This design comes from an exercise in tuning for a short achievable clock period and few clock cycles per item on the open sky130 flow, not from production work. No functional check of the RTL was part of any run shown here. Power figures rest on the tool's default switching activity, not on a simulated workload.

## design/flow/design.v

```verilog
module se_crc16 (
  input  wire [15:0] c,
  input  wire [7:0]  b,
  output reg  [15:0] n
);
  integer j;
  always @(*) begin
    n = c;
    for (j = 0; j < 8; j = j + 1)
      n = {n[14:0], 1'b0} ^ ((b[j] ^ n[15]) ? 16'h8005 : 16'h0000);
  end
endmodule
module se_sfifo #(parameter W = 8, parameter D = 4) (
  input  wire         clk,
  input  wire         clr,
  input  wire         push,
  input  wire [W-1:0] din,
  input  wire         pop,
  output wire [W-1:0] head,
  output reg  [D-1:0] vld     
);
  reg  [W*D-1:0]     ev;
  wire [D:0]         vx = {1'b0, vld};
  wire [D:0]         vp = {vld, 1'b1};
  wire [W*(D+1)-1:0] ex = {din, ev};
  integer i;
  assign head = ev[W-1:0];
  always @(posedge clk) begin
    for (i = 0; i < D; i = i + 1) begin
      if (pop) begin
        if (vx[i+1]) ev[i*W +: W] <= ex[(i+1)*W +: W];
        else if (push) ev[i*W +: W] <= din;
      end else if (push && !vld[i] && vp[i]) begin
        ev[i*W +: W] <= din;
      end
      if (clr) vld[i] <= 1'b0;
      else if (pop) vld[i] <= vx[i+1] | (push & vld[i]);
      else if (push) vld[i] <= vld[i] | vp[i];
    end
  end
endmodule
module se_cfifo #(parameter W = 8, parameter AW = 2) (
  input  wire         clk,
  input  wire         clr,
  input  wire         push,
  input  wire [W-1:0] din,
  input  wire         pop,
  output wire [W-1:0] head,
  output wire         nempty,
  output wire         full
);
  localparam integer D = 1 << AW;
  reg [W*D-1:0] ev;
  reg [AW:0]    wp, rp;
  integer i;
  always @(posedge clk) begin
    for (i = 0; i < D; i = i + 1)
      if (push && wp[AW-1:0] == i) ev[i*W +: W] <= din;
    if (clr) begin
      wp <= {(AW+1){1'b0}};
      rp <= {(AW+1){1'b0}};
    end else begin
      if (push) wp <= wp + 1'b1;
      if (pop)  rp <= rp + 1'b1;
    end
  end
  assign head   = ev[rp[AW-1:0]*W +: W];
  assign nempty = (wp != rp);
  assign full   = (wp[AW-1:0] == rp[AW-1:0]) && (wp[AW] != rp[AW]);
endmodule
module se_framer (
  input  wire        clk,
  input  wire        rst,
  input  wire        cmd_valid,
  output wire        cmd_ready,
  input  wire [1:0]  cmd_op,
  input  wire [7:0]  cmd_len,
  input  wire [7:0]  cmd_opcode,
  input  wire [7:0]  cmd_p1,
  input  wire [15:0] cmd_p2,
  input  wire        in_valid,
  output wire        in_ready,
  input  wire [7:0]  in_data,
  input  wire        in_last,
  output wire        out_valid,
  input  wire        out_ready,
  output wire [7:0]  out_data,
  output wire        res_valid,
  input  wire        res_ready,
  output wire [2:0]  res_err,
  output wire [15:0] res_crc,
  output wire [4:0]  res_attempts
);
  localparam integer MAXF = 4;     
  localparam integer QAW  = 2;     
  localparam integer PAW  = 4;     
  localparam [1:0] K_CRC = 2'd0, K_SEND = 2'd1, K_RECV = 2'd2, K_NONE = 2'd3;
  reg        cr_q;
  reg  [3:0] nfl;         
  reg        rf_q;        
  reg        c0_v;
  reg  [1:0] c0_op;
  reg  [7:0] c0_len, c0_opc, c0_p1;
  reg [15:0] c0_p2;
  wire cmd_fire = cmd_valid & cr_q;
  assign cmd_ready = cr_q;
  always @(posedge clk) begin
    c0_op  <= cmd_op;
    c0_len <= cmd_len;
    c0_opc <= cmd_opcode;
    c0_p1  <= cmd_p1;
    c0_p2  <= cmd_p2;
    c0_v   <= cmd_fire & ~rst;
  end
  reg        c1_v;
  reg  [1:0] c1_kind;
  reg  [2:0] c1_err;
  reg        c1_snd;      
  reg  [7:0] c1_a;        
  reg        c1_a1;       
  reg  [7:0] c1_L, c1_opc, c1_p1;
  reg [15:0] c1_p2;
  wire c0_snd = (c0_op == 2'd1) && (c0_len <= 8'd248);
  always @(posedge clk) begin
    c1_v   <= c0_v & ~rst;
    c1_L   <= c0_len + 8'd7;
    c1_opc <= c0_opc;
    c1_p1  <= c0_p1;
    c1_p2  <= c0_p2;
    c1_a   <= (c0_op == 2'd2) ? c0_len + 8'd2 : c0_len;
    c1_a1  <= (c0_op != 2'd2) && (c0_len == 8'd1);
    c1_snd <= c0_snd;
    case (c0_op)
      2'd0: begin
        c1_kind <= (c0_len == 8'd0) ? K_NONE : K_CRC;
        c1_err  <= 3'd0;
      end
      2'd1: begin
        c1_kind <= (c0_len > 8'd248 || c0_len == 8'd0) ? K_NONE : K_SEND;
        c1_err  <= (c0_len > 8'd248) ? 3'd4 : 3'd0;
      end
      2'd2: begin
        c1_kind <= (c0_len > 8'd252) ? K_NONE : K_RECV;
        c1_err  <= (c0_len > 8'd252) ? 3'd4 : 3'd0;
      end
      default: begin
        c1_kind <= K_NONE;
        c1_err  <= 3'd5;
      end
    endcase
  end
  wire [15:0] h1, h2, h3, h4, h5;
  se_crc16 u_h1 (.c(16'h0000), .b(c1_L),        .n(h1));
  se_crc16 u_h2 (.c(h1),       .b(c1_opc),      .n(h2));
  se_crc16 u_h3 (.c(h2),       .b(c1_p1),       .n(h3));
  se_crc16 u_h4 (.c(h3),       .b(c1_p2[7:0]),  .n(h4));
  se_crc16 u_h5 (.c(h4),       .b(c1_p2[15:8]), .n(h5));
  localparam integer CQW = 2 + 3 + 1 + 8 + 1 + 16;
  wire [CQW-1:0] cq_h;
  wire cq_ne, cq_full, cq_pop;
  se_cfifo #(.W(CQW), .AW(QAW)) u_cq (
    .clk(clk), .clr(rst), .push(c1_v),
    .din({c1_kind, c1_err, c1_snd, c1_a, c1_a1, c1_snd ? h5 : 16'h0000}),
    .pop(cq_pop), .head(cq_h), .nempty(cq_ne), .full(cq_full)
  );
  wire [1:0]  cqh_kind = cq_h[CQW-1 -: 2];
  wire [2:0]  cqh_err  = cq_h[CQW-3 -: 3];
  wire        cqh_snd  = cq_h[CQW-6];
  wire [7:0]  cqh_a    = cq_h[CQW-7 -: 8];
  wire        cqh_a1   = cq_h[16];
  wire [15:0] cqh_init = cq_h[15:0];
  wire [39:0] sq_h;
  wire sq_ne, sq_full, sq_pop;
  se_cfifo #(.W(40), .AW(QAW)) u_sq (
    .clk(clk), .clr(rst), .push(c0_v & c0_snd),
    .din({c0_len, c0_opc, c0_p1, c0_p2}),
    .pop(sq_pop), .head(sq_h), .nempty(sq_ne), .full(sq_full)
  );
  wire [7:0]  sqh_len = sq_h[39:32];
  wire [7:0]  sqh_opc = sq_h[31:24];
  wire [7:0]  sqh_p1  = sq_h[23:16];
  wire [15:0] sqh_p2  = sq_h[15:0];
  reg        ir_q;
  reg        ib_v;
  reg  [7:0] ib_d;
  reg        ib_l;
  assign in_ready = ir_q;
  always @(posedge clk) begin
    ib_d <= in_data;
    ib_l <= in_last;
    ib_v <= in_valid & ir_q & ~rst;
  end
  wire [8:0] iq_h;
  wire [3:0] iq_vld;
  wire       take;
  se_sfifo #(.W(9), .D(4)) u_iq (
    .clk(clk), .clr(rst), .push(ib_v), .din({ib_l, ib_d}),
    .pop(take), .head(iq_h), .vld(iq_vld)
  );
  wire [1:0] in_pend = {1'b0, ib_v} + {1'b0, ir_q};
  wire in_room = (in_pend == 2'd0) ? ~iq_vld[3] :
                 (in_pend == 2'd1) ? ~iq_vld[2] : ~iq_vld[1];
  wire in_dem  = (nfl != 4'd0) | c0_v | cmd_fire;
  always @(posedge clk)
    ir_q <= ~rst & in_room & in_dem;
  reg        ip_v;
  reg  [1:0] ip_kind;
  reg  [2:0] ip_err;
  reg        ip_snd;
  reg  [7:0] ip_rem;      
  reg        ip_rem1;
  reg  [7:0] ip_k1;       
  reg  [7:0] ip_k;        
  reg [15:0] ip_init;
  reg        ip_fresh;    
  reg [15:0] crc_q;
  reg  [7:0] togo;        
  reg        t0, t1;      
  reg        first;
  reg        len_ok;
  reg  [7:0] rx_lo;
  reg  [4:0] att;
  reg        att20;
  wire       pq_full;
  wire [7:0] b  = iq_h[7:0];
  wire       bl = iq_h[8];
  wire [15:0] cbase = ip_fresh ? ip_init : crc_q;
  wire [15:0] cnext;
  se_crc16 u_crc (.c(cbase), .b(b), .n(cnext));
  wire is_recv = (ip_kind == K_RECV);
  wire is_send = (ip_kind == K_SEND);
  assign take  = ip_v & (ip_kind != K_NONE) & iq_vld[0] & ~(is_send & pq_full);
  wire done_none  = ip_v & (ip_kind == K_NONE);
  wire done_cs    = take & ~ip_kind[1] & ip_rem1;
  wire done_full  = take & is_recv & t0;
  wire done_short = take & is_recv & ~t0 & bl & att20;
  wire done       = done_none | done_cs | done_full | done_short;
  wire adv        = ~ip_v | done;
  assign cq_pop   = adv & cq_ne;
  reg        pr_v;
  reg  [2:0] pr_err;
  reg  [4:0] pr_att;
  reg        pr_snd;
  always @(posedge clk) begin
    pr_v   <= done & ~rst;
    pr_snd <= ip_snd;
    pr_att <= done_short ? 5'd21 : att + 5'd1;
    if (done_none)
      pr_err <= ip_err;
    else if (done_short)
      pr_err <= 3'd1;
    else if (done_full)
      pr_err <= !len_ok ? 3'd2 : ({b, rx_lo} != crc_q) ? 3'd3 : 3'd0;
    else
      pr_err <= 3'd0;
  end
  always @(posedge clk) begin
    if (done_none) begin
      crc_q <= ip_init;
    end else if (take & ~(is_recv & (t0 | t1))) begin
      crc_q    <= cnext;
      ip_fresh <= 1'b0;
    end
    if (take) begin
      ip_rem  <= ip_rem - 8'd1;
      ip_rem1 <= (ip_rem == 8'd2);
    end
    if (take & is_recv) begin
      if (first) len_ok <= (b == ip_k);
      first <= 1'b0;
      if (t1) rx_lo <= b;
      if (~t0 & bl) begin
        att      <= att + 5'd1;
        att20    <= (att == 5'd19);
        togo     <= ip_k1;
        t0       <= 1'b0;
        t1       <= 1'b0;
        first    <= 1'b1;
        ip_fresh <= 1'b1;
      end else begin
        togo <= togo - 8'd1;
        t1   <= (togo == 8'd2);
        t0   <= t1;
      end
    end
    if (adv) begin
      ip_kind  <= cqh_kind;
      ip_err   <= cqh_err;
      ip_snd   <= cqh_snd;
      ip_rem   <= cqh_a;
      ip_rem1  <= cqh_a1;
      ip_k1    <= cqh_a;
      ip_k     <= cqh_a + 8'd1;
      ip_init  <= cqh_init;
      ip_fresh <= 1'b1;
      togo     <= cqh_a;
      t0       <= 1'b0;
      t1       <= 1'b0;
      first    <= 1'b1;
      att      <= 5'd0;
      att20    <= 1'b0;
    end
    if (rst)
      ip_v <= 1'b0;
    else if (adv)
      ip_v <= cq_ne;
  end
  wire [7:0] pq_h;
  wire       pq_ne, pq_pop;
  se_cfifo #(.W(8), .AW(PAW)) u_pq (
    .clk(clk), .clr(rst), .push(take & is_send), .din(b),
    .pop(pq_pop), .head(pq_h), .nempty(pq_ne), .full(pq_full)
  );
  wire [15:0] sc_h;
  wire        sc_ne, sc_full, sc_pop;
  se_cfifo #(.W(16), .AW(QAW)) u_sc (
    .clk(clk), .clr(rst), .push(pr_v & pr_snd), .din(crc_q),
    .pop(sc_pop), .head(sc_h), .nempty(sc_ne), .full(sc_full)
  );
  localparam integer RQW = 3 + 16 + 5 + 1;
  wire [RQW-1:0] rq_h;
  wire           rq_ne, rq_full, rq_pop;
  se_cfifo #(.W(RQW), .AW(QAW)) u_rq (
    .clk(clk), .clr(rst), .push(pr_v), .din({pr_err, crc_q, pr_att, pr_snd}),
    .pop(rq_pop), .head(rq_h), .nempty(rq_ne), .full(rq_full)
  );
  reg  [8:0] ph;          
  reg  [7:0] prem;        
  reg        prem1;
  reg        m_v;         
  reg  [7:0] m_d;
  reg        m_l;         
  reg        ol_q;        
  wire [7:0] sqh_L = sqh_len + 8'd7;
  wire [7:0] obyte = ({8{ph[0]}} & 8'h03)        |
                     ({8{ph[1]}} & sqh_L)        |
                     ({8{ph[2]}} & sqh_opc)      |
                     ({8{ph[3]}} & sqh_p1)       |
                     ({8{ph[4]}} & sqh_p2[7:0])  |
                     ({8{ph[5]}} & sqh_p2[15:8]) |
                     ({8{ph[6]}} & pq_h)         |
                     ({8{ph[7]}} & sc_h[7:0])    |
                     ({8{ph[8]}} & sc_h[15:8]);
  wire oav    = sq_ne & (ph[6] ? pq_ne : (ph[7] | ph[8]) ? sc_ne : 1'b1);
  wire m_free = ~m_v | out_ready;
  wire o_push = m_free & oav;
  wire p0     = (sqh_len == 8'd0);
  assign pq_pop = o_push & ph[6];
  assign sc_pop = o_push & ph[8];
  assign sq_pop = o_push & ph[8];
  always @(posedge clk) begin
    if (rst) begin
      ph <= 9'd1;
    end else if (o_push) begin
      ph[0] <= ph[8];
      ph[1] <= ph[0];
      ph[2] <= ph[1];
      ph[3] <= ph[2];
      ph[4] <= ph[3];
      ph[5] <= ph[4];
      ph[6] <= (ph[5] & ~p0) | (ph[6] & ~prem1);
      ph[7] <= (ph[5] & p0) | (ph[6] & prem1);
      ph[8] <= ph[7];
    end
    if (o_push) begin
      if (ph[5]) begin
        prem  <= sqh_len;
        prem1 <= (sqh_len == 8'd1);
      end else begin
        prem  <= prem - 8'd1;
        prem1 <= (prem == 8'd2);
      end
    end
    if (m_free) begin
      m_d <= obyte;
      m_l <= ph[8];
    end
    if (rst)
      m_v <= 1'b0;
    else if (m_free)
      m_v <= o_push;
    ol_q <= ~rst & m_v & out_ready & m_l;
  end
  assign out_valid = m_v;
  assign out_data  = m_d;
  reg  [2:0] otok;        
  reg        r_v;
  reg [RQW-1:1] r_d;
  wire rqh_snd = rq_h[0];
  wire r_free  = ~r_v | res_ready;
  wire r_push  = r_free & rq_ne & (~rqh_snd | (otok != 3'd0));
  assign rq_pop = r_push;
  always @(posedge clk) begin
    if (rst)
      otok <= 3'd0;
    else
      otok <= otok + {2'd0, ol_q} - {2'd0, r_push & rqh_snd};
    if (r_free)
      r_d <= rq_h[RQW-1:1];
    if (rst)
      r_v <= 1'b0;
    else if (r_free)
      r_v <= r_push;
    rf_q <= ~rst & r_v & res_ready;
  end
  assign res_valid    = r_v;
  assign res_err      = r_d[RQW-1 -: 3];
  assign res_crc      = r_d[RQW-4 -: 16];
  assign res_attempts = r_d[5:1];
  wire [4:0] nfl_sum = {1'b0, nfl} + {4'd0, c0_v} + {4'd0, cr_q} + 5'd1;
  always @(posedge clk) begin
    if (rst) begin
      nfl  <= 4'd0;
      cr_q <= 1'b0;
    end else begin
      nfl  <= nfl + {3'd0, c0_v} - {3'd0, rf_q};
      cr_q <= (nfl_sum <= MAXF);
    end
  end
endmodule
```

## design/flow/config.mk

```make
export PLATFORM = sky130hd
export DESIGN_NAME = se_framer
export DESIGN_NICKNAME = se_framer
export VERILOG_FILES = /design/flow/design.v
export SDC_FILE = /design/flow/constraint.sdc
export NUM_CORES = 4
export LEC_CHECK = 0
export ABC_CLOCK_PERIOD_IN_PS = 1800
export CAP_MARGIN = 20
export CORE_MARGIN = 2
export CORE_UTILIZATION = 40
export PLACE_DENSITY = 0.6
export SETUP_SLACK_MARGIN = 3.0
export SLEW_MARGIN = 20
```

## design/flow/constraint.sdc

```tcl
create_clock -name core_clock -period 5.0 [get_ports {clk}]
set_input_delay 1.0000 -clock core_clock [delete_from_list [all_inputs] [get_ports {clk}]]
set_output_delay 1.0000 -clock core_clock [all_outputs]
set_load 0.01 [all_outputs]
```

## design/flow/run.sh

```bash
#!/bin/bash
# synth_recipe.tcl (not shown) runs the flow's synth.tcl, then flattens the netlist and writes it again
# the make line also repeats each setting of config.mk as NAME=value (left out here)
make -C /OpenROAD-flow-scripts/flow DESIGN_CONFIG=/design/flow/config.mk WORK_HOME=/design/flow/orfs CLKGATE_MAP_FILE= SYNTH_SCRIPT=/design/flow/synth_recipe.tcl finish
```

==> impl_metrics.yaml, run 1 <==
worst_setup_path:
  cp-end-kind: "flop"
  worst-setup-path-type: "reg -> reg"
  crit_chain: "mux4_2 -> nand2_2 -> o311ai_4 -> nor2_1 -> ha_1 -> inv_2 -> ha_4 -> inv_2 -> fa_2 -> xor2_2 -> xnor2_1 -> nor2_1"
  cp_slowest_cell: "mux4_2"
  start_kind: "flop"
  slowest_delay_ns: 0.54
  crit_required_ns: 5.55
  cp_max_fo: 3
  arrival_ns: 3.08
floorplanning:
  fp-row-count: 109
  ios: 93
  die_h_um: 302
  dieArea_sq_mm: 0.0914
  die_w_um: 302
  start_util_pct: 40.4
  core_area_sq_mm: 0.0882
power_and_ir_drop:
  clkPwrFrac_pct: 35.9
  p_comb_share_pct: 16.9
  swShare_pct: 25.2
  vdd.ir_drop.worst_mv: 0.282
  finalPower_mw: 19.7
  power.density_mw_per_mm2: 437
  p_leak_nw: 15.5
  p_sw_mw: 4.96
  seqPwrFrac_pct: 47.2
  power.internal_mw: 14.8
timing:
  skew_ns: 0.0650
  hold_viol: 0
  max_clock_freq_mhz: 395
  fin_setup_tns_ns: 0
  post-route-period-util_pct: 50.6
  worst_pin_slew_ns: 1.07
  rsz0062_at_grt: "yes"
  slew_headroom_pct: 28.3
  setup_viol: 0
  drv_slew: 0
  finalCriticalPeriod_ns: 2.53
routing:
  first_pass_iters: 5
  ant_nets: 0
  initialDrtViolationCount: 2041
  wire_per_inst_um: 23.6
  drc: 0
  drt_wl_total_um: 86600
  viasPerCell: 5.30
  vias: 19400
logic_synthesis:
  ys_seq_area_share_pct: 72.1
  syn_inst: 2044
  syn_nets: 2157
  syn_area_sq_mm: 0.0356
  synth_edf_count: 729
  synth-main-ff-cell: "edfxtp_1"
  syn_avg_cell_area_sq_um: 17.4
  synth_cell_types: 66
  async_reset_ff_share_pct: 0
  ys_seq_elements: 918
  ys_warn_count: 8
placement:
  placed_area_sq_mm: 0.0382
  gp_congestion: 0.778
  io_buffers: 92
  place_hpwl_um: 49500
cts:
  clk_pin_slew_worst_paths_ns: 0.06
  cts_buffers: 94
  cts_root_buffer: "clkbuf_16"
  clkSinkCount: 918
  hold_buffers: 0
  insertion_delay_ns: 0.68
  htreeDepth: 3
  cts_tree: "done"
  cts_max_path_buffers: 3
min_path:
  hp-class: "reg -> reg"
cells_and_area:
  num_antenna_cells: 0
  layout.nets: 2528
  fill_cells: 6958
  fin_area_sq_mm: 0.0451
  drive_above_1_share_pct: 34.0
  final_common_cell: "edfxtp_1"
  area_growth_pct: 26.8
  mostFrequentLayoutCells: "edfxtp_1, buf_4, dfxtp_1, mux4_2, xnor2_1"
grt:
  grt_start_max_net_pins: 35
  grt_overflow: 0
  use_met3_pct: 2.70
  track_usage_pct: 18.4
  antenna_found_initial: 3
  grt_pass1_vias: 19200
  grt_use_met2_pct: 29.5
  grt_busiest_layer: "met2"
  grt_pass1_wl_um: 124000
  grt_util_met1_pct: 26.3
flow_run:
  maxCapViolCount: 0
status:
  status: "finished clean"
[synth_stat cells, types with 15 or more instances]
cell	instances	area, sq um
nand2_1	86	323
nor2b_1	15	93.8
buf_2	21	105
mux2_2	35	394
and2_1	31	194
a21oi_1	59	295
nor2_1	112	420
nand4_1	21	131
a22oi_1	18	135
inv_1	52	195
ha_1	53	663
o21ai_0	42	210
xnor2_1	140	1230
dfxtp_1	189	3780
mux4_2	142	3200
nand3_1	31	155
nor3_1	15	75.1
edfxtp_1	729	21900
clkbuf_1	50	188
xor2_1	60	526
mux2i_1	31	310
[through the flow]
step	instances	worst slack [ns]	utilization (%)	hold WS, ns
after floorplan	2044	2.17	-	0.323
final	3662	2.47	51.2	0.381
after CTS	3584	2.47	49.4	0.382
after global routing	3662	2.37	51.2	0.403
after global placement	3250	1.45	43.3	0.376
after detailed placement	3250	1.45	43.3	0.374
[state kept, by name (all words and copies together) (netlist names), 9 cells and up]
| signal | count |
|---|---|
| u_sq.ev | 160 |
| u_pq.ev | 128 |
| u_cq.ev | 120 |
| u_rq.ev | 100 |
| u_sc.ev | 64 |
| u_iq.ev | 36 |
| r_d | 24 |
| c0_p2 | 16 |
| c1_p2 | 16 |
| crc_q | 16 |
| ip_init | 16 |
| ph | 9 |
[power groups by stage]
stage          clock, mW  sequential [mW]  combinational [mW]
6_report            7.09             9.30                3.33
2_1_floorplan          0             9.34                1.88
3_3_place_gp           0             9.48                2.45
3_5_place_dp           0             9.51                2.49
4_1_cts             7.21             9.31                2.84
5_1_grt             7.53             9.35                3.58
[layout make-up]
type | count | area (sq um) | area share [%]
clock inverters | 46 | 547 | 1.21
flip-flops and latches | 918 | 25800 | 57.1
inverters | 53 | 221 | 0.491
multi-input cells | 1028 | 11200 | 24.9
clock buffers | 132 | 2610 | 5.77
well taps | 1165 | 1460 | 3.23
repair buffers | 317 | 3270 | 7.24
repair inverters | 3 | 43.8 | 0.0970
[cell families after synthesis]
logic type | Yosys count | synth area share, %
xor+xnor | 214 | 5.80
compound gates | 159 | 2.78
fa+ha+maj | 56 | 2.03
mux | 208 | 11.0
flops | 918 | 72.1
buf+inv | 137 | 1.57
simple gates | 352 | 4.76
[path summary, 6_finish.rpt]
path                                 from                 end  slack (ns)  cells after the start
hold reg to reg          c0_p1[1]$_DFF_P_    c1_p1[1]$_DFF_P_        0.38                      0
hold / removal           c0_p1[1]$_DFF_P_    c1_p1[1]$_DFF_P_        0.38                      0
setup / recovery  u_rq.rp[0]$_SDFFE_PP0P_  otok[2]$_SDFF_PP0_        2.47                     12
setup reg to reg  u_rq.rp[0]$_SDFFE_PP0P_  otok[2]$_SDFF_PP0_        2.47                     12
[critical path: cells and delay by family, from the launching register on]
kind / cells / cell delay, ns
buffers and inverters: 2 / 0.10
and+or+nand+nor: 3 / 0.28
DFF: 1 / 0.37
adders and majority gates: 3 / 0.72
muxes: 1 / 0.54
xor gates and xnor gates: 2 / 0.31
AOI/OAI and AO/OA: 1 / 0.10
[metal layers]
layer,up-vias,wire length (um)
met1,10000,37600
met5,-,0
met3,128,5550
met4,0,2050
li1,8589,-
met2,636,41400
[timing repair]
item / 4_1_cts / 5_1_grt
gates cloned: 37 / 14
setup buffers: 119 / 64
resized for setup: 383 / 171
setup endpoints to repair: 578 / 454
pin swaps: 55 / 70
==> run 2: changes to the inputs <==
--- a/design/flow/config.mk
+++ b/design/flow/config.mk
@@ -9,6 +9,6 @@
 export CAP_MARGIN = 20
 export CORE_MARGIN = 2
-export CORE_UTILIZATION = 40
-export PLACE_DENSITY = 0.6
+export CORE_UTILIZATION = 60
+export PLACE_DENSITY = 0.7
 export SETUP_SLACK_MARGIN = 3.0
 export SLEW_MARGIN = 20
==> impl_metrics.yaml, run 2 <==
cells_and_area:
  area_growth_pct: 22.4
  mostFrequentLayoutCells: "edfxtp_1, dfxtp_1, mux4_2, buf_4, xnor2_1"
  fill_cells: 3377
  regArea_sq_mm: 0.0258
  largest_register_ff_count: 160
  drive_above_1_share_pct: 31.9
  final_common_cell: "edfxtp_1"
  layout.nets: 2478
  top_register: "u_sq.ev"
  multi_input_area_sq_mm: 0.0108
  num_antenna_cells: 0
  reg.largest.list: "u_sq.ev: 160 flops, u_pq.ev: 128 flops, u_cq.ev: 120 flops"
timing:
  post-route-period-util_pct: 49.9
  setup_viol: 0
  hold_viol: 0
  fin_setup_tns_ns: 0
  finalCriticalPeriod_ns: 2.50
  worst_pin_slew_ns: 1.03
  skew_ns: 0.0247
  rsz0062_at_grt: "yes"
  holdWs_ns: 0.363
  max_clock_freq_mhz: 401
  drv_slew: 0
  slew_headroom_pct: 31.4
worst_setup_path:
  cp-end-kind: "flop"
  worst-setup-path-type: "reg -> reg"
  r2r_setup_slack_ns: 2.50
  cp_num_buf_inv: 2
  slowest_delay_ns: 0.51
  timing.rr.end: "otok[2]$_SDFF_PP0_"
  r2r_cells: 12
  start_kind: "flop"
  crit_required_ns: 5.48
  arrival_ns: 2.98
  cp_slowest_cell: "mux4_2"
  cp_max_fo: 2
  cpLargestDelayFamily: "adder cells"
  crit_chain: "mux4_2 -> nand2_2 -> o311ai_4 -> nor2_1 -> ha_1 -> inv_2 -> ha_4 -> inv_2 -> fa_2 -> xor2_2 -> xnor2_1 -> nor2_1"
  r2r-start: "u_rq.rp[0]$_SDFFE_PP0P_"
floorplanning:
  start_util_pct: 60.6
  core_area_sq_mm: 0.0588
  fp-row-count: 89
  die_h_um: 248
  die_w_um: 248
  ios: 93
  dieArea_sq_mm: 0.0613
grt:
  antenna_found_initial: 1
  grt_pass1_wl_um: 121000
  track_usage_pct: 27.1
  grt_pass1_vias: 19100
  grt_start_max_net_pins: 46
  grt_overflow: 0
power_and_ir_drop:
  p_leak_nw: 14.9
  vdd.ir_drop.worst_mv: 0.326
  power.internal_mw: 14.3
  p_comb_share_pct: 16.4
  p_sw_mw: 4.74
  finalPower_mw: 19.1
  power.density_mw_per_mm2: 438
  seqPwrFrac_pct: 48.9
  swShare_pct: 24.8
  clkPwrFrac_pct: 34.6
cts:
  cts_tree: "done"
  cts_max_path_buffers: 3
  clk_pin_slew_worst_paths_ns: 0.07
  clkSinkCount: 918
  insertion_delay_ns: 0.64
  hold_buffers: 0
  cts_root_buffer: "clkbuf_16"
  htreeDepth: 3
  cts_buffers: 91
min_path:
  hp-class: "reg -> reg"
  hp-start: "ip_snd$_DFFE_PP_"
  hold-path-endpoint: "pr_snd$_DFF_P_"
  hold_depth: 0
logic_synthesis:
  synth_cell_types: 66
  syn_nets: 2157
  ys_top_cells_by_area: "edfxtp_1, dfxtp_1, mux4_2, xnor2_1, ha_1"
  syn_area_sq_mm: 0.0356
  syn_inst: 2044
  synth_most_common_cell: "edfxtp_1"
  synth-main-ff-cell: "edfxtp_1"
  ys_warn_count: 8
  syn_avg_cell_area_sq_um: 17.4
  ys_top_cells_by_count: "edfxtp_1, dfxtp_1, mux4_2"
  synth_edf_count: 729
  async_reset_ff_share_pct: 0
  synth_top_area_cell: "edfxtp_1"
  ys_seq_area_share_pct: 72.1
  synth_top_area_share_pct: 61.5
  ys_seq_elements: 918
routing:
  first_pass_iters: 6
  viasPerCell: 6.04
  initialDrtViolationCount: 2145
  vias: 19400
  top_layer: "met4"
  wire_per_inst_um: 25.9
  wl_met3_um: 5280
  drc: 0
  ant_nets: 0
  met2_length_um: 41100
  drt_wl_total_um: 83200
  met1_length_um: 33900
placement:
  gp_congestion: 0.785
  io_buffers: 92
  place_hpwl_um: 46400
flow_run:
  maxCapViolCount: 0
status:
  status: "finished clean"
## run 2: power by group through the flow
stage	combinational (mW)	clock [mW]	sequential, mW
finish	3.13	6.61	9.34
global route	3.36	7.00	9.38
CTS	2.90	6.69	9.33
detailed placement	2.45	0	9.57
global placement	2.40	0	9.54
floorplan	1.88	0	9.34
## run 2: worst register-to-register path, stage by stage, from the launching register on
cell	delay, ns
dfxtp_4	0.35
mux4_2	0.51
nand2_2	0.10
o311ai_4	0.10
nor2_1	0.11
ha_1	0.25
inv_2	0.07
ha_4	0.12
inv_2	0.03
fa_2	0.34
xor2_2	0.17
xnor2_1	0.15
nor2_1	0.05
## run 2: how the worst max path moves through the flow
stage | startpoint | endpoint | slack (ns) | cells after the start
2_1_floorplan | res_ready | otok[2]$_SDFF_PP0_ | 2.17 | 11
3_3_place_gp | res_ready | otok[2]$_SDFF_PP0_ | 1.39 | 12
3_5_place_dp | res_ready | otok[2]$_SDFF_PP0_ | 1.37 | 12
4_1_cts | u_rq.rp[0]$_SDFFE_PP0P_ | otok[2]$_SDFF_PP0_ | 2.49 | 12
5_1_grt | u_rq.rp[0]$_SDFFE_PP0P_ | otok[2]$_SDFF_PP0_ | 2.41 | 12
6_report | u_rq.rp[0]$_SDFFE_PP0P_ | otok[2]$_SDFF_PP0_ | 2.50 | 12
## run 2: area by class of cell
cell class / count / area share [%]
Timing Repair inverter: 3 / 0.0890
Tap cell: 773 / 2.22
Clock buffer: 130 / 5.94
Clock inverter: 42 / 0.769
Sequential cell: 918 / 59.2
Multi-Input combinational cell: 1016 / 24.7
Timing Repair Buffer: 282 / 6.56
Inverter: 53 / 0.514
## run 2: layer usage
layer	vias up	global-route usage [%]
met5	-	0
met4	0	8.95
li1	8479	-
met2	784	43.8
met3	156	4.21
met1	10000	38.3
## run 2: metrics by stage
step	instances	setup WS [ns]	cell area (sq um)	util, %
final	3217	2.50	43600	74.1
after global routing	3217	2.41	43600	74.1
after CTS	3161	2.49	42600	72.4
after detailed placement	2853	1.37	37700	64.0
after global placement	2853	1.39	37700	64.0
after floorplan	2044	2.17	36100	-
## run 2: kinds of logic after synthesis
| family | count (synthesis) | share of synthesized area, % |
|---|---|---|
| flip-flops | 918 | 72.1 |
| adder cells (fa/ha/maj) | 56 | 2.03 |
| multiplexers | 208 | 11.0 |
| XOR/XNOR | 214 | 5.80 |
| AND/OR/NAND/NOR | 352 | 4.76 |
| AO/OA/AOI/OAI | 159 | 2.78 |
| buffers and inverters | 137 | 1.57 |
## run 2: what timing repair did
| item | 4_1_cts | 5_1_grt |
|---|---|---|
| gates resized for setup | 353 | 110 |
| pin swaps | 53 | 48 |
| cloned | 28 | 12 |
| setup endpoints to repair | 592 | 527 |
| buffers inserted | 108 | 44 |

==> static timing again, ports no longer ideal <==
The flow's constraints put no driver on any port. The routed layouts listed below were extracted and timed again, unchanged, in two steps.
Step 1 sets driving cells, clkbuf_16 on the clock port and buf_2 on the other inputs (assumed; they add their load-dependent delay and slew).
Step 2, shift: input delay + t, output delay - t, t = (earliest + latest rising clock arrival at the registers) / 2. This alone moves slack from input paths to output paths.
a / b / c = ideal ports / drivers / drivers and shift; a / b = the first two.
run	t (ns)	slack for setup (ns)	clock arrival spread, ns	worst register clock-pin slew, ns	worst slew at a driven data input, ns
run 1	0.708	2.468 / 2.468 / 2.052	0.068 / 0.069	0.07 / 0.07	0.04
run 2	0.692	2.504 / 2.504 / 1.972	0.029 / 0.029	0.07 / 0.07	0.04
After both steps setup and hold are still met in every run listed. For run 2, which loses most, drivers alone change the setup slack by 0.000 ns; drivers and shift together by -0.532 ns.
